This design comes from an exercise in tuning for small area, a short achievable clock period and few clock cycles per item on the open sky130 flow, not from production work.
Function was checked by simulation only, so behaviour that the tests miss may differ from the original.
Power is estimated from default activity; no workload was simulated.

[design.v]
module mont_mul (
    input  wire [65:0]   s,
    input  wire [65:0]   c,
    input  wire [3:0]    xl,      
    input  wire [3:1]    yl,      
    input  wire [64:0]   b,
    input  wire [63:0]   n,
    input  wire [3:0]    d,       
    input  wire [3:0]    db,      
    input  wire [3:0]    np,      
    output wire [65:0]   so,
    output wire [65:0]   co,
    output wire [3:0]    xlo,
    output wire [3:1]    ylo
);
    wire cy = |xl | |yl;
    wire [3:0] ux = s[3:0] ^ c[3:0] ^ db;
    wire [3:0] uy = {(s[2:0] & c[2:0]) | (s[2:0] & db[2:0]) | (c[2:0] & db[2:0]), 1'b0};
    wire [3:0] ug = ux & uy;
    wire [3:0] up = ux ^ uy;
    wire uc0 = (cy);
    wire uc1 = (ug[0]) | (cy & up[0]);
    wire uc2 = (ug[0] & up[1]) | (ug[1]) | (cy & up[0] & up[1]);
    wire uc3 = (ug[0] & up[1] & up[2]) | (ug[1] & up[2]) | (ug[2]) | (cy & up[0] & up[1] & up[2]);
    wire [3:0] u = up ^ {uc3, uc2, uc1, uc0};
    reg [3:0] q;
    always @* begin
        case ({np[3:1], u})
        7'd0: q = 4'd0;
        7'd1: q = 4'd1;
        7'd2: q = 4'd2;
        7'd3: q = 4'd3;
        7'd4: q = 4'd4;
        7'd5: q = 4'd5;
        7'd6: q = 4'd6;
        7'd7: q = 4'd7;
        7'd8: q = 4'd8;
        7'd9: q = 4'd9;
        7'd10: q = 4'd10;
        7'd11: q = 4'd11;
        7'd12: q = 4'd12;
        7'd13: q = 4'd13;
        7'd14: q = 4'd14;
        7'd15: q = 4'd15;
        7'd16: q = 4'd0;
        7'd17: q = 4'd3;
        7'd18: q = 4'd6;
        7'd19: q = 4'd9;
        7'd20: q = 4'd12;
        7'd21: q = 4'd15;
        7'd22: q = 4'd2;
        7'd23: q = 4'd5;
        7'd24: q = 4'd8;
        7'd25: q = 4'd11;
        7'd26: q = 4'd14;
        7'd27: q = 4'd1;
        7'd28: q = 4'd4;
        7'd29: q = 4'd7;
        7'd30: q = 4'd10;
        7'd31: q = 4'd13;
        7'd32: q = 4'd0;
        7'd33: q = 4'd5;
        7'd34: q = 4'd10;
        7'd35: q = 4'd15;
        7'd36: q = 4'd4;
        7'd37: q = 4'd9;
        7'd38: q = 4'd14;
        7'd39: q = 4'd3;
        7'd40: q = 4'd8;
        7'd41: q = 4'd13;
        7'd42: q = 4'd2;
        7'd43: q = 4'd7;
        7'd44: q = 4'd12;
        7'd45: q = 4'd1;
        7'd46: q = 4'd6;
        7'd47: q = 4'd11;
        7'd48: q = 4'd0;
        7'd49: q = 4'd7;
        7'd50: q = 4'd14;
        7'd51: q = 4'd5;
        7'd52: q = 4'd12;
        7'd53: q = 4'd3;
        7'd54: q = 4'd10;
        7'd55: q = 4'd1;
        7'd56: q = 4'd8;
        7'd57: q = 4'd15;
        7'd58: q = 4'd6;
        7'd59: q = 4'd13;
        7'd60: q = 4'd4;
        7'd61: q = 4'd11;
        7'd62: q = 4'd2;
        7'd63: q = 4'd9;
        7'd64: q = 4'd0;
        7'd65: q = 4'd9;
        7'd66: q = 4'd2;
        7'd67: q = 4'd11;
        7'd68: q = 4'd4;
        7'd69: q = 4'd13;
        7'd70: q = 4'd6;
        7'd71: q = 4'd15;
        7'd72: q = 4'd8;
        7'd73: q = 4'd1;
        7'd74: q = 4'd10;
        7'd75: q = 4'd3;
        7'd76: q = 4'd12;
        7'd77: q = 4'd5;
        7'd78: q = 4'd14;
        7'd79: q = 4'd7;
        7'd80: q = 4'd0;
        7'd81: q = 4'd11;
        7'd82: q = 4'd6;
        7'd83: q = 4'd1;
        7'd84: q = 4'd12;
        7'd85: q = 4'd7;
        7'd86: q = 4'd2;
        7'd87: q = 4'd13;
        7'd88: q = 4'd8;
        7'd89: q = 4'd3;
        7'd90: q = 4'd14;
        7'd91: q = 4'd9;
        7'd92: q = 4'd4;
        7'd93: q = 4'd15;
        7'd94: q = 4'd10;
        7'd95: q = 4'd5;
        7'd96: q = 4'd0;
        7'd97: q = 4'd13;
        7'd98: q = 4'd10;
        7'd99: q = 4'd7;
        7'd100: q = 4'd4;
        7'd101: q = 4'd1;
        7'd102: q = 4'd14;
        7'd103: q = 4'd11;
        7'd104: q = 4'd8;
        7'd105: q = 4'd5;
        7'd106: q = 4'd2;
        7'd107: q = 4'd15;
        7'd108: q = 4'd12;
        7'd109: q = 4'd9;
        7'd110: q = 4'd6;
        7'd111: q = 4'd3;
        7'd112: q = 4'd0;
        7'd113: q = 4'd15;
        7'd114: q = 4'd14;
        7'd115: q = 4'd13;
        7'd116: q = 4'd12;
        7'd117: q = 4'd11;
        7'd118: q = 4'd10;
        7'd119: q = 4'd9;
        7'd120: q = 4'd8;
        7'd121: q = 4'd7;
        7'd122: q = 4'd6;
        7'd123: q = 4'd5;
        7'd124: q = 4'd4;
        7'd125: q = 4'd3;
        7'd126: q = 4'd2;
        7'd127: q = 4'd1;
        default: q = 4'd0;
        endcase
    end
    wire [69:0] r_s = {4'd0, s};
    wire [69:0] r_c = {4'd0, c};
    wire [69:0] r_p0 = ({5'd0, b} & {70{d[0]}}) << 0;
    wire [69:0] r_p1 = ({5'd0, b} & {70{d[1]}}) << 1 | {69'd0, cy};
    wire [69:0] r_p2 = ({5'd0, b} & {70{d[2]}}) << 2;
    wire [69:0] r_p3 = ({5'd0, b} & {70{d[3]}}) << 3;
    wire [69:0] r_q0 = ({6'd0, n} & {70{q[0]}}) << 0;
    wire [69:0] r_q1 = ({6'd0, n} & {70{q[1]}}) << 1;
    wire [69:0] r_q2 = ({6'd0, n} & {70{q[2]}}) << 2;
    wire [69:0] r_q3 = ({6'd0, n} & {70{q[3]}}) << 3;
    wire [69:0] t_s0 = r_p0 ^ r_p1 ^ r_p2;
    wire [69:0] t_c0 = ((r_p0 & r_p1) | (r_p0 & r_p2) | (r_p1 & r_p2)) << 1;
    wire [69:0] t_s1 = r_p3 ^ r_s ^ r_c;
    wire [69:0] t_c1 = ((r_p3 & r_s) | (r_p3 & r_c) | (r_s & r_c)) << 1;
    wire [69:0] t_s2 = t_s0 ^ t_c0 ^ t_s1;
    wire [69:0] t_c2 = ((t_s0 & t_c0) | (t_s0 & t_s1) | (t_c0 & t_s1)) << 1;
    wire [69:0] t_s3 = t_c1 ^ t_s2 ^ t_c2;
    wire [69:0] t_c3 = ((t_c1 & t_s2) | (t_c1 & t_c2) | (t_s2 & t_c2)) << 1;
    wire [69:0] t_s4 = r_q0 ^ r_q1 ^ r_q2;
    wire [69:0] t_c4 = ((r_q0 & r_q1) | (r_q0 & r_q2) | (r_q1 & r_q2)) << 1;
    wire [69:0] t_s5 = r_q3 ^ t_s3 ^ t_c3;
    wire [69:0] t_c5 = ((r_q3 & t_s3) | (r_q3 & t_c3) | (t_s3 & t_c3)) << 1;
    wire [69:0] t_s6 = t_s4 ^ t_c4 ^ t_s5;
    wire [69:0] t_c6 = ((t_s4 & t_c4) | (t_s4 & t_s5) | (t_c4 & t_s5)) << 1;
    wire [69:0] t_s7 = t_c5 ^ t_s6 ^ t_c6;
    wire [69:0] t_c7 = ((t_c5 & t_s6) | (t_c5 & t_c6) | (t_s6 & t_c6)) << 1;
    assign so  = t_s7[69:4];
    assign co  = t_c7[69:4];
    assign xlo = t_s7[3:0];
    assign ylo = t_c7[3:1];
endmodule
module mr_tester (
    input  wire        clk,
    input  wire        rst,
    input  wire        start,
    input  wire [63:0] n_in,
    output reg         ready,
    output reg         done,
    output reg         prime,
    output reg         bad,
    output reg  [63:0] pw
);
    localparam W  = 4;
    localparam W2 = 2 * W;
    localparam BX = W * 33 + 1;             
    localparam S_IDLE = 3'd0;
    localparam S_CHK  = 3'd1;
    localparam S_CHK2 = 3'd2;
    localparam S_ABS  = 3'd3;
    localparam S_DBL  = 3'd4;
    localparam S_RUN  = 3'd5;
    localparam S_FIN  = 3'd6;
    localparam OP_LAD = 2'd0;    
    localparam OP_CV0 = 2'd1;    
    localparam OP_SQ2 = 2'd2;    
    localparam OP_CV2 = 2'd3;    
    reg [2:0]   state;
    reg [1:0]   op;
    reg         dm;          
    reg         dmode;       
    reg         conv;        
    reg [5:0]   it;          
    reg [5:0]   len;         
    reg [4:0]   dix;         
    reg [5:0]   idx;         
    reg [6:0]   rem;         
    reg [5:0]   kk;          
    reg [5:0]   j2;          
    reg [6:0]   v;           
    reg [6:0]   dleft;       
    reg [2:0]   jcnt;        
    reg [6:0]   blen;        
    reg [5:0]   kz;          
    reg [63:0]   n;
    reg [64:0]   b;          
    reg [65:0]   s;
    reg [65:0]   c;
    reg [W-1:0]  xl;
    reg [W-1:1]  yl;
    reg [W-1:0]  dg;         
    reg [W-1:0]  dn;         
    reg [W-1:0]  db;         
    reg [W-1:0]  np;         
    wire st_idle = (state == S_IDLE);
    wire st_chk  = (state == S_CHK);
    wire st_chk2 = (state == S_CHK2);
    wire st_abs  = (state == S_ABS);
    wire st_dbl  = (state == S_DBL);
    wire st_run  = (state == S_RUN);
    wire st_fin  = (state == S_FIN);
    reg [6:0] blen_c;
    reg [5:0] kz_c;
    integer i;
    always @* begin
        blen_c = 7'd0;
        for (i = 0; i < 64; i = i + 1)
            if (n[i]) blen_c = i + 1;
        kz_c = 6'd0;
        for (i = 63; i >= 1; i = i - 1)
            if (n[i]) kz_c = i;
    end
    wire [63:0] mask;        
    assign mask[63] = n[63];
    genvar g;
    generate
        for (g = 0; g < 63; g = g + 1) begin : g_mask
            assign mask[g] = mask[g+1] | n[g];
        end
    endgenerate
    wire [63:0] r0 = (~n & mask) | 64'd1;                  
    wire        badn = !n[0] || (n[63:1] == 63'd0);
    wire [6:0]  lsteps = (blen + 7'd3 + W - 1) / W;
    wire [6:0]  dl0 = W * lsteps - blen;
    wire [2:0]  jmax = (blen >= 7'd40) ? 3'd5 : 3'd4;
    wire [W-1:0] inv1 = n[W-1:0];
    wire [W-1:0] inv2 = inv1 * (2 - n[W-1:0] * inv1);
    wire [W-1:0] inv3 = inv2 * (2 - n[W-1:0] * inv2);
    wire [W-1:0] npc = 0 - inv3;
    wire nbit = n[idx];
    wire        cy = |xl | |yl;
    wire [65:0] cx = s | ({b, 1'b0} & {66{dm}});
    wire [65:0] cyy = c | ({2'b11, ~n} & {66{dm}});
    wire [66:0] cpaw = {cx, 1'b1} + {cyy, cy | dm};         
    wire [65:0] cpa = cpaw[66:1];
    wire        neg = cpa[65];
    wire [64:0] dres = neg ? {b[63:0], 1'b0} : cpa[64:0];   
    wire eq1 = (cpa[63:0] == 64'd1);
    wire eqm = (cpa[63:1] == n[63:1]) & ~cpa[0];            
    wire dbl_end = st_dbl && (dleft == 7'd0);
    wire go      = dbl_end || st_fin;
    wire ld_cpa  = st_fin && (op == OP_LAD || op == OP_SQ2);
    wire go_conv = (dbl_end && rem == 7'd0) ||
                   (st_fin && op == OP_LAD && rem == 7'd0) ||
                   (st_fin && op == OP_SQ2);
    wire go_dbl  = !go_conv && nbit && (dbl_end || (st_fin && op == OP_LAD));
    wire [W2-1:0] bn = ld_cpa ? cpa[W2-1:0] : b[W2-1:0];    
    wire [W-1:0]  d0 = go_conv ? {{(W-1){1'b0}}, 1'b1} :
                       go_dbl  ? {bn[W-2:0], 1'b0} : bn[W-1:0];
    wire [W-1:0]  d1 = go_conv ? {W{1'b0}} :
                       go_dbl  ? bn[W2-2:W-1] : bn[W2-1:W];
    wire [W-1:0]  db0 = d0 * bn[W-1:0];
    wire [BX-1:0] bx = {{(BX-66){1'b0}}, b, 1'b0};
    wire [W:0]    win = bx[dix * W +: W + 1];
    wire [W-1:0]  dfetch = conv ? {W{1'b0}} : (dmode ? win[W-1:0] : win[W:1]);
    wire [W-1:0]  dbnext = dn * b[W-1:0];
    wire [65:0]  so, co;
    wire [W-1:0] xlo;
    wire [W-1:1] ylo;
    mont_mul u_mm (
        .s(s), .c(c), .xl(xl), .yl(yl), .b(b), .n(n),
        .d(dg), .db(db), .np(np),
        .so(so), .co(co), .xlo(xlo), .ylo(ylo)
    );
    always @(posedge clk) begin
        if (st_idle)
            n <= n_in;
        if (st_chk) begin
            b    <= {1'b0, r0};
            np   <= npc;
            blen <= blen_c;
            kz   <= kz_c;
        end else if ((st_abs || st_dbl) && dleft != 7'd0)
            b <= dres;
        else if (ld_cpa)
            b <= cpa[64:0];
        if (st_chk || (st_fin && op == OP_CV0))
            pw <= st_chk ? 64'd0 : cpa[63:0];
        if (st_run) begin
            s  <= so;
            c  <= co;
            xl <= xlo;
            yl <= ylo;
        end else begin
            s  <= 66'd0;
            c  <= 66'd0;
            xl <= {W{1'b0}};
            yl <= {(W-1){1'b0}};
        end
        if (go) begin
            dg <= d0;
            dn <= d1;
            db <= db0;
        end else begin
            dg <= dn;
            dn <= dfetch;
            db <= dbnext;
        end
    end
    always @(posedge clk) begin
        if (rst) begin
            state <= S_IDLE;
            ready <= 1'b1;
            done  <= 1'b0;
            dm    <= 1'b0;
        end else begin
            done <= 1'b0;
            if (go) begin
                it    <= len - 6'd1;
                dix   <= 5'd2;
                conv  <= go_conv;
                dmode <= go_dbl;
            end else begin
                it  <= it - 6'd1;
                dix <= dix + 5'd1;
            end
            case (state)
            S_IDLE: begin
                if (start) begin
                    state <= S_CHK;
                    ready <= 1'b0;
                end
            end
            S_CHK: begin
                if (badn) begin
                    done  <= 1'b1;
                    bad   <= 1'b1;
                    prime <= 1'b0;
                    ready <= 1'b1;
                    state <= S_IDLE;
                end else begin
                    state <= S_CHK2;
                end
            end
            S_CHK2: begin
                len   <= lsteps[5:0];
                dleft <= dl0;
                idx   <= blen[5:0] - 6'd1;
                rem   <= blen - {1'b0, kz};
                kk    <= kz;
                jcnt  <= jmax;
                v     <= 7'd0;
                dm    <= 1'b1;
                state <= S_ABS;
            end
            S_ABS: begin
                if (jcnt != 3'd0 && rem != 7'd0) begin
                    v     <= {v[5:0], nbit};
                    idx   <= idx - 6'd1;
                    rem   <= rem - 7'd1;
                    jcnt  <= jcnt - 3'd1;
                    dleft <= dleft - {6'd0, dleft != 7'd0};
                end else begin
                    dleft <= dleft - {6'd0, dleft != 7'd0} + v;
                    state <= S_DBL;
                end
            end
            S_DBL: begin
                if (dleft != 7'd0) begin
                    dleft <= dleft - 7'd1;
                end else begin
                    dm    <= 1'b0;
                    state <= S_RUN;
                    op    <= (rem == 7'd0) ? OP_CV0 : OP_LAD;
                    if (rem != 7'd0) begin
                        idx <= idx - 6'd1;
                        rem <= rem - 7'd1;
                    end
                end
            end
            S_RUN: begin
                if (it == 6'd0)
                    state <= S_FIN;
            end
            S_FIN: begin
                state <= S_RUN;
                case (op)
                OP_LAD: begin
                    if (rem == 7'd0) begin
                        op <= OP_CV0;
                    end else begin
                        idx <= idx - 6'd1;
                        rem <= rem - 7'd1;
                    end
                end
                OP_CV0: begin
                    if (eq1 || eqm || kk == 6'd1) begin
                        done  <= 1'b1;
                        bad   <= 1'b0;
                        prime <= eq1 | eqm;
                        ready <= 1'b1;
                        state <= S_IDLE;
                    end
                    op <= OP_SQ2;
                    j2 <= kk - 6'd2;
                end
                OP_SQ2: begin
                    op <= OP_CV2;
                end
                OP_CV2: begin
                    if (eq1 || eqm || j2 == 6'd0) begin
                        done  <= 1'b1;
                        bad   <= 1'b0;
                        prime <= eqm;
                        ready <= 1'b1;
                        state <= S_IDLE;
                    end
                    op <= OP_SQ2;
                    j2 <= j2 - 6'd1;
                end
                endcase
            end
            default: begin
                state <= S_IDLE;
                ready <= 1'b1;
            end
            endcase
        end
    end
endmodule
[flow/run.sh]
#!/bin/bash
# The standard ORFS layout (the standard.sh) with three knobs changed:
#  - synthesis runs Yosys's synth without its internal "abc -fast" (SYNTH_ARGS=-noabc);
#    the final ABC mapping still runs. This keeps the carry-save adder tree as
#    full-adder cells without an inverter between each pair of them. The
#    registers, their names and their cells are those of the standard synthesis.
set -euo pipefail
bash standard.sh SYNTH_ARGS=-noabc SETUP_SLACK_MARGIN=6.5 TNS_END_PERCENT=5 finish > make_finish.log 2>&1
[config.mk]
export PLATFORM = sky130hd
export DESIGN_NAME = mr_tester
export DESIGN_NICKNAME = mr_tester
export VERILOG_FILES = /design/flow/design.v
export SDC_FILE = /design/flow/constraint.sdc
export NUM_CORES = 4
export LEC_CHECK = 0
export CAP_MARGIN = 20
export CORE_MARGIN = 2
export CORE_UTILIZATION = 50
export SLEW_MARGIN = 20
[standard.sh]
#!/bin/bash
# synth_recipe.tcl (not shown) runs the flow's synth.tcl, then flattens the netlist and writes it again
# the make line also repeats each setting of config.mk as NAME=value (left out here)
make -C /OpenROAD-flow-scripts/flow DESIGN_CONFIG=/design/flow/config.mk WORK_HOME=/design/flow/orfs CLKGATE_MAP_FILE= SYNTH_SCRIPT=/design/flow/synth_recipe.tcl "${@:-finish}"
[constraint.sdc]
create_clock -name core_clock -period 10.0 [get_ports {clk}]
set_input_delay 2.0000 -clock core_clock [delete_from_list [all_inputs] [get_ports {clk}]]
set_output_delay 2.0000 -clock core_clock [all_outputs]
set_load 0.01 [all_outputs]
==> results of run 1 <==
worst max-delay path by stage:
stage	slack, ns	depth (start not counted)	to
final	4.58	19	bad
after global routing	4.53	18	prime
after CTS	4.57	18	prime
after detailed placement	2.84	18	bad
after global placement	2.29	17	bad
after floorplan	4.91	19	bad
metrics by stage:
stage          area (um2)  std cells  total power (uW)
2_1_floorplan       41800       4149              3070
3_3_place_gp        44000       5150              3640
3_5_place_dp        44000       5151              3640
4_1_cts             48400       5388              5990
5_1_grt             49400       5429              6270
6_report            49400       5431              6090
synth_stat cells (133+ instances only):
library cell / n / share of area, %
a21o_1: 157 / 2.8
a21oi_1: 233 / 2.8
and2_1: 631 / 9.4
clkbuf_1: 248 / 2.2
dfxtp_1: 157 / 7.5
edfxtp_1: 272 / 20
fa_1: 521 / 25
ha_1: 152 / 4.5
inv_1: 133 / 1.2
nand2_1: 216 / 1.9
nor2_1: 344 / 3.1
o21ai_0: 161 / 1.9
state kept, by name, indices dropped and copies added (netlist names), 5 cells and up:
register  count
len           6
idx           6
dix           5
n            64
dleft         7
c            66
b            65
pw           64
s            65
it            6
blen          7
j2            6
kk            6
rem           7
kz            6
v             7
logic make-up after synthesis:
kind of cell / count (synthesis)
xor+xnor: 182
buf+inv: 399
mux: 89
fa+ha+maj: 673
flops: 429
simple gates: 1533
compound gates: 844
what timing repair did:
item / CTS / global route
cloned: 10 / 5
gates resized for setup: 230 / 148
buffers inserted: 125 / 34
hold buffers: 0 / 0
endpoints found under the setup margin: 376 / 425
pin swaps: 45 / 90
worst register-to-register path: cells and delay by family (launching register included):
kind	cells	cell delay, ns
AOI/OAI and AO/OA	5	1.19
xor gates and xnor gates	1	0.64
adders and majority gates	1	0.30
buffers and inverters	5	0.80
DFF	1	0.37
and+or+nand+nor	7	1.81
routing by layer:
metal	vias up	GRT usage, %	wire length (um)
met3	470	8.32	17500
li1	14700	-	-
met1	17600	52.1	65600
met5	-	0	46
met2	2084	56.6	71500
met4	8	16.1	9150
layout make-up:
cell class                 instances  share of cell area (%)
antenna                            2                  0.0101
clock inverter                    34                    1.07
sequential                       429                    22.9
multi-input combinational       3322                    61.9
timing repair buffer             362                    7.30
inverter                         134                    1.06
clock buffer                      68                    2.96
tap                             1080                    2.73
power by group through the flow:
stage,Sequential [uW],Clock (uW),Combinational (uW)
detailed placement,2310,0,1330
global route,2190,2320,1770
finish,2180,2220,1680
global placement,2310,0,1330
CTS,2180,2250,1570
floorplan,2150,0,920
==> flow_metrics.tcl, run 1 <==
set metrics [dict create \
    period_needed_ns 5.42 \
    gr-total-overflow 0 \
    start_util_pct 50.3 \
    final_common_cell "and2_1" \
    syn-instance-count 4149 \
    whs_path_depth 0 \
    path_class "reg2reg" \
    crit_fanout 11 \
    drive_gt1_share_pct 14.9 \
    critPathBufInv 5 \
    yosysSeqAreaShare_pct 27.1 \
    setup.worst_path.start "dm" \
    crit_path_end_kind "flip-flop" \
    wl_um 164000 \
    p_sw_share_pct 34.1 \
    pwr-share-clk_pct 36.6 \
    timing.final.crit_share_pct 54.2 \
    synth-xor-area-share_pct 3.85 \
    syn_nets 4889 \
    cts_sinks 429 \
    grt_antenna_before_repair 12 \
    p_switching_uw 2080 \
    critical_path.top_delay_family "simple AND/OR/NAND/NOR gates" \
    synth-simple-area-share_pct 19.4 \
    fin_tns_setup_ns 0 \
    clk_pin_slew_worst_paths_ns 0.06 \
    place_ws_ns 2.84 \
    rr_worst_depth 19 \
    reg2reg_from "dm" \
    synth_edf_count 272 \
    hp-class "reg2reg" \
    power_density_nw_per_um2 123 \
    fmax_mhz 184 \
    fp.dieW_um 293 \
    h-tree-depth 2 \
    row_count 106 \
    groute.usage.overall_pct 37.5 \
    vias_per_cell 6.41 \
    drv_slew 0 \
    drt_iter0_drc 3975 \
    ys_ff_latch 429 \
    via_count 34800 \
    io_buffers 134 \
    hp-start "kz[3]" \
    arrival_ns 5.77 \
    grt_pass1_wl_um 237000 \
    power_frac_comb_pct 27.6 \
    final_cell_mix "and2_1, fa_1, nor2_1" \
    startpoint_type "flip-flop" \
    die_h_um 293 \
    nFillCells 7180 \
    gp_congestion 1.06 \
    synth_top_family_by_area "adder cells" \
    fin_skew_ns 0.0610 \
    layout-area-overhead-vs-synth_pct 18.2 \
    async_reset_ff_share_pct 0 \
    muxShareOfSynthArea_pct 3.36 \
    nNetsFinal 5043 \
    wl_per_cell_um 30.1 \
    postSynthAreaPerCell_um2 10.1 \
    critical_path.slowest_cell "xnor2_1" \
    yosysUniqueCellTypes 89 \
    cts.path.max_buffers 3 \
    cap_violations 0 \
    seqPwrFrac_pct 35.8 \
    finalHoldViolCount 0 \
    syn_area_um2 41800 \
    p_leak_uw 0.0223 \
    max_stage_delay_ns 0.64 \
    ios 135 \
    worstPathRequired_ns 10.34 \
    dr.pass1.iters 6 \
    clockRootBuffer "clkbuf_16" \
    yosys_warnings 2 \
    power.internal_uw 4010 \
    whs_ns 0.461 \
    worst_pin_slew_ns 1.14 \
    post-route-util_pct 59.4 \
    rsz0062_at_grt "true" \
    slew_headroom_pct 24.3 \
    yosys.area_share.adder_pct 29.5 \
    clock_latency_ns 0.68 \
    tritoncts.num_buffers 54 \
    regArea_um2 11300 \
    drtAntennaViolNets 0 \
    min_delay_worst_endpoint "kk[3]" \
    grt_pass1_vias 34500 \
    multiInputGateArea_um2 30600 \
    r2r_setup_slack_ns 4.58 \
    die_area_um2 85900 \
    status "complete, no violations" \
    synth_ff_type "edfxtp_1" \
    hpwl_um 117000 \
    r2r_end "bad" \
    cts_tree "built" \
    drc_errors 0 \
    grt_max_degree 82 \
    core-area_um2 83200 \
    vdd_drop_max_mv 0.152 \
    synth_compound_area_share_pct 13.2 \
    setup_viol 0 \
    fin_ws_ns 4.58 \
    timing.critical_path.cells "buf_12 -> buf_2 -> buf_4 -> a21o_1 -> ha_4 -> a21o_1 -> a211o_1 -> o22ai_4 -> nor2_4 -> buf_4 -> xnor2_1 -> nand4_1 -> nor4bb_2 -> nand4_1 -> or4_4 -> nor4_4 -> buf_6 -> nor4_4 -> o31ai_2" \
]
Testbench counts, summed over its fixed seeds: cycles 147,108, tests 192.
==> run 2: changes to the inputs <==
==> flow/run.sh (replaced) <==
#!/bin/bash
set -euo pipefail
bash standard.sh SETUP_SLACK_MARGIN=6.5 TNS_END_PERCENT=5 finish > make_finish.log 2>&1
==> run 2 against run 1 <==
Final area grew 0.99%. Non-clock buffer count shrank 77. Synthesized cell count grew 12%. Still clean. Via count grew 4.1%.
==> flow_metrics.tcl, run 2 <==
set metrics [dict create \
    worst_pin_slew_ns 1.11 \
    r2r_end "prime" \
    max_flop_register "c" \
    ios 135 \
    crit_fanout 4 \
    grt_max_degree 80 \
    drt_iter0_drc 3641 \
    min_delay_worst_endpoint "kk[4]" \
    tritoncts.num_buffers 54 \
    dr_wl_met2_um 70300 \
    synth.area.top_cells "fa_1, edfxtp_1, dfxtp_1" \
    syn-instance-count 4659 \
    start_util_pct 50.5 \
    drive_gt1_share_pct 9.35 \
    drc_errors 0 \
    p_switching_uw 7600 \
    drv_slew 0 \
    hpwl_um 117000 \
    power.internal_uw 7420 \
    seqPwrFrac_pct 21.9 \
    vias_per_cell 6.12 \
    synth_edf_count 272 \
    hp-start "kz[4]" \
    hp-class "reg2reg" \
    postSynthAreaPerCell_um2 9.42 \
    h-tree-depth 2 \
    status "complete, no violations" \
    r2r_setup_slack_ns 4.23 \
    synthMostInstantiatedCell "inv_1" \
    die_h_um 300 \
    synth_ff_type "edfxtp_1" \
    syn_nets 5385 \
    clock_latency_ns 0.67 \
    drtAntennaViolNets 0 \
    finalHoldViolCount 0 \
    p_leak_uw 0.0226 \
    final_cell_mix "inv_1, fa_1, and2_1" \
    fmax_mhz 173 \
    nNetsFinal 5450 \
    layout-area-overhead-vs-synth_pct 13.8 \
    cts.path.max_buffers 3 \
    gr-total-overflow 0 \
    largest_reg_flops 66 \
    clk_pin_slew_worst_paths_ns 0.07 \
    holdBufCountCts 0 \
    wl_per_cell_um 27.2 \
    maxUsedRoutingLayer "met5" \
    p_sw_share_pct 50.6 \
    power_frac_comb_pct 63.2 \
    cts_tree "built" \
    fin_ws_ns 4.23 \
    wl_um 161000 \
    slew_headroom_pct 26.0 \
    syn_area_um2 43900 \
    yosys_warnings 2 \
    power_density_nw_per_um2 301 \
    grt_antenna_before_repair 12 \
    worstPathRequired_ns 10.36 \
    dr.pass1.iters 6 \
    reg2reg_from "xl[3]" \
    fin_skew_ns 0.0354 \
    yosysTopAreaCellShare_pct 23.7 \
    yosysTopAreaCell "fa_1" \
    top_regs "c (66), b (65), s (65)" \
    fin_tns_setup_ns 0 \
    grt_pass1_wl_um 239000 \
    vdd_drop_max_mv 0.394 \
    final_cells 5929 \
    via_count 36300 \
    setup_viol 0 \
    arrival_ns 6.13 \
    yosysSeqAreaShare_pct 25.8 \
    core-area_um2 86900 \
    rr_worst_depth 20 \
    gp_congestion 1.00 \
    pwr-share-clk_pct 14.9 \
    period_needed_ns 5.77 \
    io_buffers 134 \
    drt-met1-wl_um 66900 \
    dpl.cell_count 5752 \
    cap_violations 0 \
    wl_met3_um 16100 \
    groute.usage.overall_pct 35.7 \
    place_ws_ns 3.05 \
    ys_ff_latch 429 \
    clockRootBuffer "clkbuf_16" \
    whs_path_depth 0 \
    grt_pass1_vias 36100 \
    yosysUniqueCellTypes 107 \
    row_count 108 \
    crit_path_end_kind "flip-flop" \
    timing.final.crit_share_pct 57.7 \
    rsz0062_at_grt "true" \
    startpoint_type "flip-flop" \
    final_common_cell "inv_1" \
    path_class "reg2reg" \
    fp.dieW_um 300 \
    yosys-top-cells-count "inv_1, fa_1, and2_1, nor2_1, nand2_1" \
    die_area_um2 90100 \
    cts_sinks 429 \
    async_reset_ff_share_pct 0 \
]
run 2: repair_timing:
action                                  in CTS  in global routing
cloned                                      10                  4
endpoints found under the setup margin     411                509
setup buffers                               38                 19
gates resized for setup                     95                 60
pin swaps                                   32                 68
run 2: worst max-delay path: stages (launching register included):
cell	delay, ns
dfxtp_1	0.30
or4_4	0.54
or3_4	0.37
buf_6	0.13
or2_4	0.22
fa_2	0.43
a211oi_4	0.30
o211ai_1	0.21
nand4b_1	0.21
buf_12	0.15
buf_4	0.11
a211oi_2	0.11
o31ai_2	0.38
xor2_2	0.36
nor4b_1	0.29
nand4_1	0.13
or4_4	0.56
nor4_4	0.13
buf_4	0.20
o311ai_4	0.12
a21oi_2	0.19
run 2: worst max path at each step:
stage	startpoint	endpoint	cells past startpoint
final	xl[3]	prime	20
after global routing	xl[3]	s[52]	19
after CTS	xl[2]	s[12]	20
after detailed placement	yl[3]	bad	17
after global placement	yl[3]	bad	17
after floorplan	yl[3]	s[4]	18
run 2: area by class of cell:
class / instances / area (um2)
fill: 7777 / 37000
multi-input combinational: 3289 / 29700
sequential: 429 / 11300
timing repair buffer: 285 / 2920
inverter: 665 / 2500
clock buffer: 65 / 1470
tap: 1155 / 1450
clock inverter: 37 / 531
antenna: 4 / 10.0
run 2: metal layers:
layer  vias to the layer above  global-route usage (%)
met5                         -                       0
met4                        16                    13.3
met3                       413                    7.87
met2                      1885                    54.4
met1                     18300                    50.0
li1                      15700                       -
run 2: per-stage QoR:
step	instance area, um2	hold WS [ns]	power, uW	utilization [%]
global placement	46300	0.436	12000	53.3
floorplan	44000	0.424	8960	-
detailed placement	46300	0.442	12000	53.3
finish	49900	0.468	15000	57.5
CTS	49400	0.467	14600	56.9
global route	49900	0.479	16200	57.4
run 2: power groups by stage:
stage	clock [uW]	combinational [uW]	sequential, uW
final	2230	9490	3290
after global routing	2330	10600	3320
after global placement	0	8630	3320
after detailed placement	0	8710	3310
after floorplan	0	6090	2870
after CTS	2260	9100	3260
run 2: kinds of logic after synthesis:
| kind of cell | synth area share (%) |
|---|---|
| simple gates | 18.1 |
| buf+inv | 8.18 |
| compound gates | 13.1 |
| fa+ha+maj | 27.7 |
| flops | 25.8 |
| xor+xnor | 3.89 |
| mux | 3.23 |
==> run 3: changes to the inputs <==
==> run.sh (new file) <==
#!/bin/bash
# synth_recipe.tcl (not shown) runs the flow's synth.tcl, then flattens the netlist and writes it again
# the make line also repeats each setting of config.mk as NAME=value (left out here)
make -C /OpenROAD-flow-scripts/flow DESIGN_CONFIG=/design/flow/config.mk WORK_HOME=/design/flow/orfs CLKGATE_MAP_FILE= SYNTH_SCRIPT=/design/flow/synth_recipe.tcl finish
--- a/config.mk
+++ b/config.mk
@@ -8,4 +8,6 @@
 export CAP_MARGIN = 20
 export CORE_MARGIN = 2
 export CORE_UTILIZATION = 50
+export SETUP_SLACK_MARGIN = 5
 export SLEW_MARGIN = 20
+export TNS_END_PERCENT = 5
removed: flow/run.sh
removed: standard.sh
==> run 3 against run 2 <==
Clock skew up 0.030 ns. Sequential share of layout area up 0.41 points. Largest cell class unchanged. Wire length is 3.3% lower. Synthesized cell count is the same. Die area did not move. Non-clock buffer count decreased by 30. Clock-buffer cell count up 11. Still clean. Sequential power barely moved. Critical path depth unchanged. Via count down 0.49%. Sequential cell count is the same.
==> flow_metrics.tcl, run 3 <==
set metrics [dict create \
    status "complete, no violations" \
    grt_max_degree 81 \
    r2r_end "s[55]" \
    cap_violations 0 \
    gr-total-overflow 0 \
    yosysTopAreaCellShare_pct 23.7 \
    synth_ff_type "edfxtp_1" \
    period_needed_ns 5.78 \
    gp_congestion 1.04 \
    grt_use_met3_pct 6.64 \
    endpoint "s[55]" \
    syn_nets 5385 \
    setup.worst_path.start "xl[2]" \
    tritoncts.num_buffers 55 \
    clk_pin_slew_worst_paths_ns 0.06 \
    rr_worst_depth 20 \
    drt_iter0_drc 3849 \
    yosys_warnings 2 \
    wl_per_cell_um 26.4 \
    power_density_nw_per_um2 300 \
    power_frac_comb_pct 63.7 \
    fin_tns_setup_ns 0 \
    yosysSeqAreaShare_pct 25.8 \
    vias_per_cell 6.12 \
    cts_sinks 429 \
    syn-instance-count 4659 \
    seqPwrFrac_pct 22.5 \
    yosys-top-cells-count "inv_1, fa_1, and2_1, nor2_1, nand2_1" \
    largest_reg_flops 66 \
    drc_errors 0 \
    worst_pin_slew_ns 1.21 \
    nFillCells 7860 \
    multiInputGateArea_um2 29500 \
    rsz0062_at_grt "true" \
    drive_gt1_share_pct 8.17 \
    grt_pass1_vias 36300 \
    clockRootBuffer "clkbuf_16" \
    layout-area-overhead-vs-synth_pct 11.8 \
    whs_ns 0.477 \
    ios 135 \
    final_cell_mix "inv_1, fa_1, and2_1" \
    p_switching_uw 7490 \
    vdd_drop_max_mv 0.356 \
    arrival_ns 6.34 \
    grt_antenna_before_repair 11 \
    start_util_pct 50.5 \
    p_sw_share_pct 50.9 \
    nNetsFinal 5419 \
    drv_slew 0 \
    timing.final.crit_share_pct 57.8 \
    grt_pass1_wl_um 236000 \
    ys_ff_latch 429 \
    holdBufCountCts 0 \
    setup_viol 0 \
    synthMostInstantiatedCell "inv_1" \
    via_count 36100 \
    row_count 108 \
    power.internal_uw 7220 \
    yosysUniqueCellTypes 107 \
    synth.area.top_cells "fa_1, edfxtp_1, dfxtp_1" \
    die_area_um2 90100 \
    fin_skew_ns 0.0659 \
    pwr-share-clk_pct 13.9 \
    h-tree-depth 2 \
    wl_um 156000 \
    dpl.cell_count 5749 \
    startpoint_type "flip-flop" \
    path_class "reg2reg" \
    clock_latency_ns 0.67 \
    die_h_um 300 \
    grt_use_met1_pct 49.0 \
    worstPathRequired_ns 10.57 \
    core-area_um2 86900 \
    async_reset_ff_share_pct 0 \
    regArea_um2 11300 \
    reg2reg_from "xl[2]" \
    grt_use_met2_pct 53.9 \
    io_buffers 134 \
    cts.path.max_buffers 3 \
    fp.dieW_um 300 \
    crit_fanout 8 \
    yosysTopAreaCell "fa_1" \
    postSynthAreaPerCell_um2 9.42 \
    dr.pass1.iters 6 \
    total_power_uw 14700 \
    groute.usage.overall_pct 34.9 \
    r2r_setup_slack_ns 4.22 \
    top_regs "c (66), b (65), s (65)" \
    slew_headroom_pct 18.7 \
    cts_tree "built" \
    syn_area_um2 43900 \
    crit_path_end_kind "flip-flop" \
    final_common_cell "inv_1" \
    p_leak_uw 0.0222 \
    max_flop_register "c" \
    drtAntennaViolNets 0 \
    synth_edf_count 272 \
    hp-class "reg2reg" \
    finalHoldViolCount 0 \
    top_usage_layer "met2" \
    hpwl_um 116000 \
    fmax_mhz 173 \
    final_cells 5896 \
]
run 3: power by group through the flow:
stage	logic (uW)	clock network [uW]	registers, uW
3_5_place_dp	8670	0	3360
3_3_place_gp	8460	0	3360
2_1_floorplan	6030	0	2880
6_report	9370	2040	3300
4_1_cts	9250	2060	3270
5_1_grt	10500	2120	3340
run 3: cells by family after synthesis:
logic type      after synthesis  share of synthesized area (%)
fa+ha+maj                   659                           27.7
buf+inv                     943                           8.18
compound gates              849                           13.1
simple gates               1513                           18.1
flops                       429                           25.8
xor+xnor                    183                           3.89
mux                          83                           3.23
run 3: repair_timing:
item / in CTS / in global routing
pin swaps: 30 / 25
gates cloned: 5 / 1
setup endpoints to repair: 211 / 204
setup buffers: 34 / 2
resized for setup: 82 / 18
run 3: critical path, stage by stage (launching register included):
cell,delay [ns]
dfxtp_1,0.30
or4_4,0.53
or3_4,0.37
ha_4,0.19
fa_2,0.73
ha_4,0.25
mux4_2,0.45
nand2_2,0.07
o21ai_1,0.06
a21oi_1,0.15
nor2_1,0.08
a21oi_4,0.14
buf_12,0.13
buf_12,0.15
buf_16,0.21
nand2_1,0.09
fa_1,0.50
fa_1,0.55
inv_1,0.06
fa_1,0.46
and3_1,0.17
run 3: worst min-delay path by stage:
stage | start | endpoint | slack, ns | cells after the start
detailed placement | kz[4] | kk[4] | 0.46 | 0
global placement | kz[5] | kk[5] | 0.44 | 0
CTS | kz[4] | kk[4] | 0.47 | 0
finish | dn[3] | dg[3] | 0.48 | 2
global route | kz[2] | kk[2] | 0.49 | 0
floorplan | n[63] | blen[6] | 0.42 | 0
run 3: stage by stage:
step	setup slack, ns	utilization (%)	cell area (um2)
2_1_floorplan	4.30	-	43900
4_1_cts	4.26	56.3	48900
5_1_grt	4.06	56.4	49000
3_5_place_dp	3.43	53.3	46300
3_3_place_gp	3.42	53.3	46300
6_report	4.22	56.4	49000
run 3: metal layers:
metal / up-vias / wire, um
met5: - / 46
met4: 8 / 6860
met3: 364 / 15000
met2: 1902 / 69300
met1: 18200 / 64500
li1: 15600 / -
run 3: final cells by class:
cell class,instances,share of cell area (%)
repair buffers,255,5.04
diodes,2,0.0102
flip-flops and latches,429,23.1
clock buffers,76,3.09
inverters,665,5.10
well taps,1155,2.95
multi-input cells,3287,60.1
clock inverters,27,0.595
==> run 4: changes to the inputs <==
--- a/config.mk
+++ b/config.mk
@@ -7,7 +7,7 @@
 export LEC_CHECK = 0
 export CAP_MARGIN = 20
 export CORE_MARGIN = 2
-export CORE_UTILIZATION = 50
+export CORE_UTILIZATION = 65
 export SETUP_SLACK_MARGIN = 5
 export SLEW_MARGIN = 20
 export TNS_END_PERCENT = 5
==> run 4 against run 3 <==
Register-to-register slack got worse by 0.05 ns. Via count up 3.5%. Highest routed layer unchanged. Combinational power increased by 4.3%. Final cell count decreased by 4.5%. Synthesized cell count is the same. Synthesized area unchanged. Worst hold slack lost 0.010 ns. Non-clock buffer count rose by 18. Final area grew 0.52%. Sequential power is essentially flat. Clock-buffer cell count shrank 18.
==> flow_metrics.tcl, run 4 <==
set metrics [dict create \
    clock_latency_ns 0.65 \
    drive_gt1_share_pct 9.49 \
    power_density_nw_per_um2 308 \
    core-area_um2 67000 \
    row_count 95 \
    total_power_uw 15200 \
    drtAntennaViolNets 0 \
    worst_pin_slew_ns 1.11 \
    drv_slew 0 \
    power_frac_comb_pct 64.4 \
    grt_pass1_wl_um 231000 \
    fin_skew_ns 0.0259 \
    grt_use_met2_pct 66.3 \
    postSynthAreaPerCell_um2 9.42 \
    max_stage_delay_ns 0.69 \
    clockRootBuffer "clkbuf_16" \
    yosysTopAreaCell "fa_1" \
    yosys.area_share.adder_pct 27.7 \
    grt_pass1_vias 37500 \
    finalHoldViolCount 0 \
    arrival_ns 6.34 \
    pwr-share-clk_pct 13.6 \
    r2r_end "s[35]" \
    yosysTopAreaCellShare_pct 23.7 \
    vdd_drop_max_mv 0.328 \
    yosysSeqAreaShare_pct 25.8 \
    period_needed_ns 5.83 \
    seqPwrFrac_pct 22.0 \
    p_sw_share_pct 51.0 \
    startpoint_type "flip-flop" \
    power.internal_uw 7430 \
    worstPathRequired_ns 10.52 \
    status "complete, no violations" \
    fp.dieW_um 264 \
    multiInputGateArea_um2 29800 \
    gp_congestion 1.06 \
    regArea_um2 11300 \
    tritoncts.num_buffers 51 \
    synth-xor-area-share_pct 3.88 \
    synth_compound_area_share_pct 13.1 \
    setup_viol 0 \
    cpMostUsedCell "fa_1" \
    muxShareOfSynthArea_pct 3.23 \
    final_cell_mix "inv_1, fa_1, and2_1" \
    hp-start "kz[5]" \
    cts_tree "built" \
    crit_path_end_kind "flip-flop" \
    syn_nets 5385 \
    clk_pin_slew_worst_paths_ns 0.07 \
    nNetsFinal 5435 \
    drt_iter0_drc 5088 \
    cts.path.max_buffers 3 \
    wl_per_cell_um 27.2 \
    via_count 37400 \
    synth_edf_count 272 \
    synth_top_family_by_area "adder cells" \
    largest_reg_flops 66 \
    top_regs "c (66), b (65), s (65)" \
    cts_sinks 429 \
    crit_fanout 7 \
    synth_ff_type "edfxtp_1" \
    nFillCells 4962 \
    fmax_mhz 172 \
    synthMostInstantiatedCell "inv_1" \
    timing.critical_path.cells "or4_4 -> or3_4 -> ha_4 -> fa_2 -> ha_4 -> mux4_2 -> nand2_2 -> o21ai_2 -> a21oi_1 -> nor2_1 -> a21oi_4 -> buf_12 -> buf_16 -> buf_12 -> nand2_4 -> fa_1 -> fa_1 -> inv_2 -> fa_1 -> and3_1" \
    h-tree-depth 2 \
    vias_per_cell 6.64 \
    gr-total-overflow 0 \
    wl_um 153000 \
    whs_path_depth 0 \
    p_leak_uw 0.0224 \
    die_h_um 264 \
    syn_area_um2 43900 \
    start_util_pct 65.4 \
    async_reset_ff_share_pct 0 \
    dr.pass1.iters 9 \
    groute.usage.overall_pct 44.2 \
    yosys-top-cells-count "inv_1, fa_1, and2_1, nor2_1, nand2_1" \
    grt_max_degree 81 \
    critical_path.slowest_cell "fa_2" \
    synth-simple-area-share_pct 18.1 \
    rr_worst_depth 20 \
    cap_violations 0 \
    slew_headroom_pct 26.3 \
    die_area_um2 69600 \
    r2r_setup_slack_ns 4.17 \
    rsz0062_at_grt "true" \
    ios 135 \
    p_switching_uw 7720 \
    hpwl_um 109000 \
    min_delay_worst_endpoint "kk[5]" \
    holdBufCountCts 0 \
    ys_ff_latch 429 \
    grt_use_met1_pct 58.7 \
    grt_use_met3_pct 13.2 \
    path_class "reg2reg" \
    syn-instance-count 4659 \
    critical_path.top_delay_family "adder cells" \
    critPathBufInv 4 \
    reg2reg_from "yl[2]" \
    yosysUniqueCellTypes 107 \
    layout-area-overhead-vs-synth_pct 12.4 \
    max_flop_register "c" \
    drc_errors 0 \
    hp-class "reg2reg" \
    top_usage_layer "met2" \
    fin_tns_setup_ns 0 \
    final_common_cell "inv_1" \
    yosys_warnings 2 \
    io_buffers 134 \
    grt_antenna_before_repair 9 \
    synth.area.top_cells "fa_1, edfxtp_1, dfxtp_1" \
    timing.final.crit_share_pct 58.3 \
]
[run 4: changes by cell type in the layout (fill, tap and decap cells not counted), moves of 5 or more]
| cell | delta |
|---|---|
| buf_4 | +7 |
| clkbuf_1 | -13 |
| clkinvlp_4 | +8 |
| nand2_1 | -7 |
| nand2_4 | +5 |
| xnor2_1 | -5 |
[run 4: layout make-up]
class | instances | area share (%)
flip-flops and latches | 429 | 23.0
clock buffers | 58 | 2.77
multi-input cells | 3289 | 60.5
well taps | 873 | 2.22
inverters | 665 | 5.09
repair buffers | 273 | 5.59
diodes | 3 | 0.0152
clock inverters | 38 | 0.881
[run 4: worst max-delay path by stage]
stage | cells after the start | to | slack (ns) | from
finish | 20 | s[35] | 4.17 | yl[2]
global route | 21 | s[35] | 4.07 | yl[2]
CTS | 20 | s[59] | 4.32 | xl[2]
detailed placement | 17 | b[7] | 2.99 | yl[3]
global placement | 17 | b[7] | 3.11 | yl[3]
floorplan | 19 | s[4] | 4.30 | yl[3]
[run 4: power by group through the flow]
| stage | Clock [uW] | Sequential, uW | Combinational, uW |
|---|---|---|---|
| after floorplan | 0 | 2880 | 6030 |
| after global placement | 0 | 3380 | 8090 |
| after detailed placement | 0 | 3390 | 8450 |
| after CTS | 2060 | 3290 | 9190 |
| after global routing | 2110 | 3340 | 10800 |
| final | 2060 | 3330 | 9770 |
[run 4: kinds of logic after synthesis]
family	Yosys count
compound gates	849
flops	429
mux	83
simple gates	1513
xor+xnor	183
fa+ha+maj	659
buf+inv	943
[run 4: layer usage]
layer	wire length, um	share of wire (%)	vias up
li1	-	-	15700
met5	75	0.049	-
met3	20900	14	623
met2	66100	43	2675
met4	10100	6.6	12
met1	56300	37	18400
[run 4: what timing repair did]
item / 4_1_cts / 5_1_grt
gates resized for setup: 128 / 45
setup endpoints to repair: 212 / 204
pin swaps: 49 / 43
cloned: 7 / 2
hold endpoints to repair: 0 / 0
setup buffers: 41 / 24
[run 4: stage by stage]
stage | hold slack (ns) | area (um2) | setup slack, ns | std cells | utilization [%]
after floorplan | 0.424 | 43900 | 4.30 | 4659 | -
after global placement | 0.436 | 45800 | 3.11 | 5454 | 68.3
after detailed placement | 0.439 | 45800 | 2.99 | 5454 | 68.3
after CTS | 0.468 | 48700 | 4.32 | 5598 | 72.7
after global routing | 0.496 | 49300 | 4.07 | 5625 | 73.5
final | 0.467 | 49300 | 4.17 | 5628 | 73.5

[re-timing with driven ports]
How much do the figures lean on ideal ports? The routed layouts below were timed once more, with nothing changed but the port constraints. Step 1, drivers: a clkbuf_16 drives clk and a buf_2 each remaining input, both assumed. Step 2 times the ports against the registers' clock, not the clock port: input delays grow and output delays shrink by t, the midpoint of the rising clock arrivals with the driver on. a / b / c = ideal / step 1 / step 2; a / b = the first two.
| run | shift t [ns] | slack for setup (ns) | worst slew at a driven data input, ns | pins driven straight from the clock port |
|---|---|---|---|---|
| run 1 | 0.722 | 4.575 / 4.575 / 4.575 | 0.06 | 1 |
| run 2 | 0.726 | 4.227 / 4.227 / 4.227 | 0.06 | 1 |
| run 3 | 0.711 | 4.224 / 4.224 / 4.224 | 0.05 | 1 |
| run 4 | 0.705 | 4.174 / 4.174 / 4.174 | 0.05 | 1 |
After both steps setup and hold are still met in every run listed.
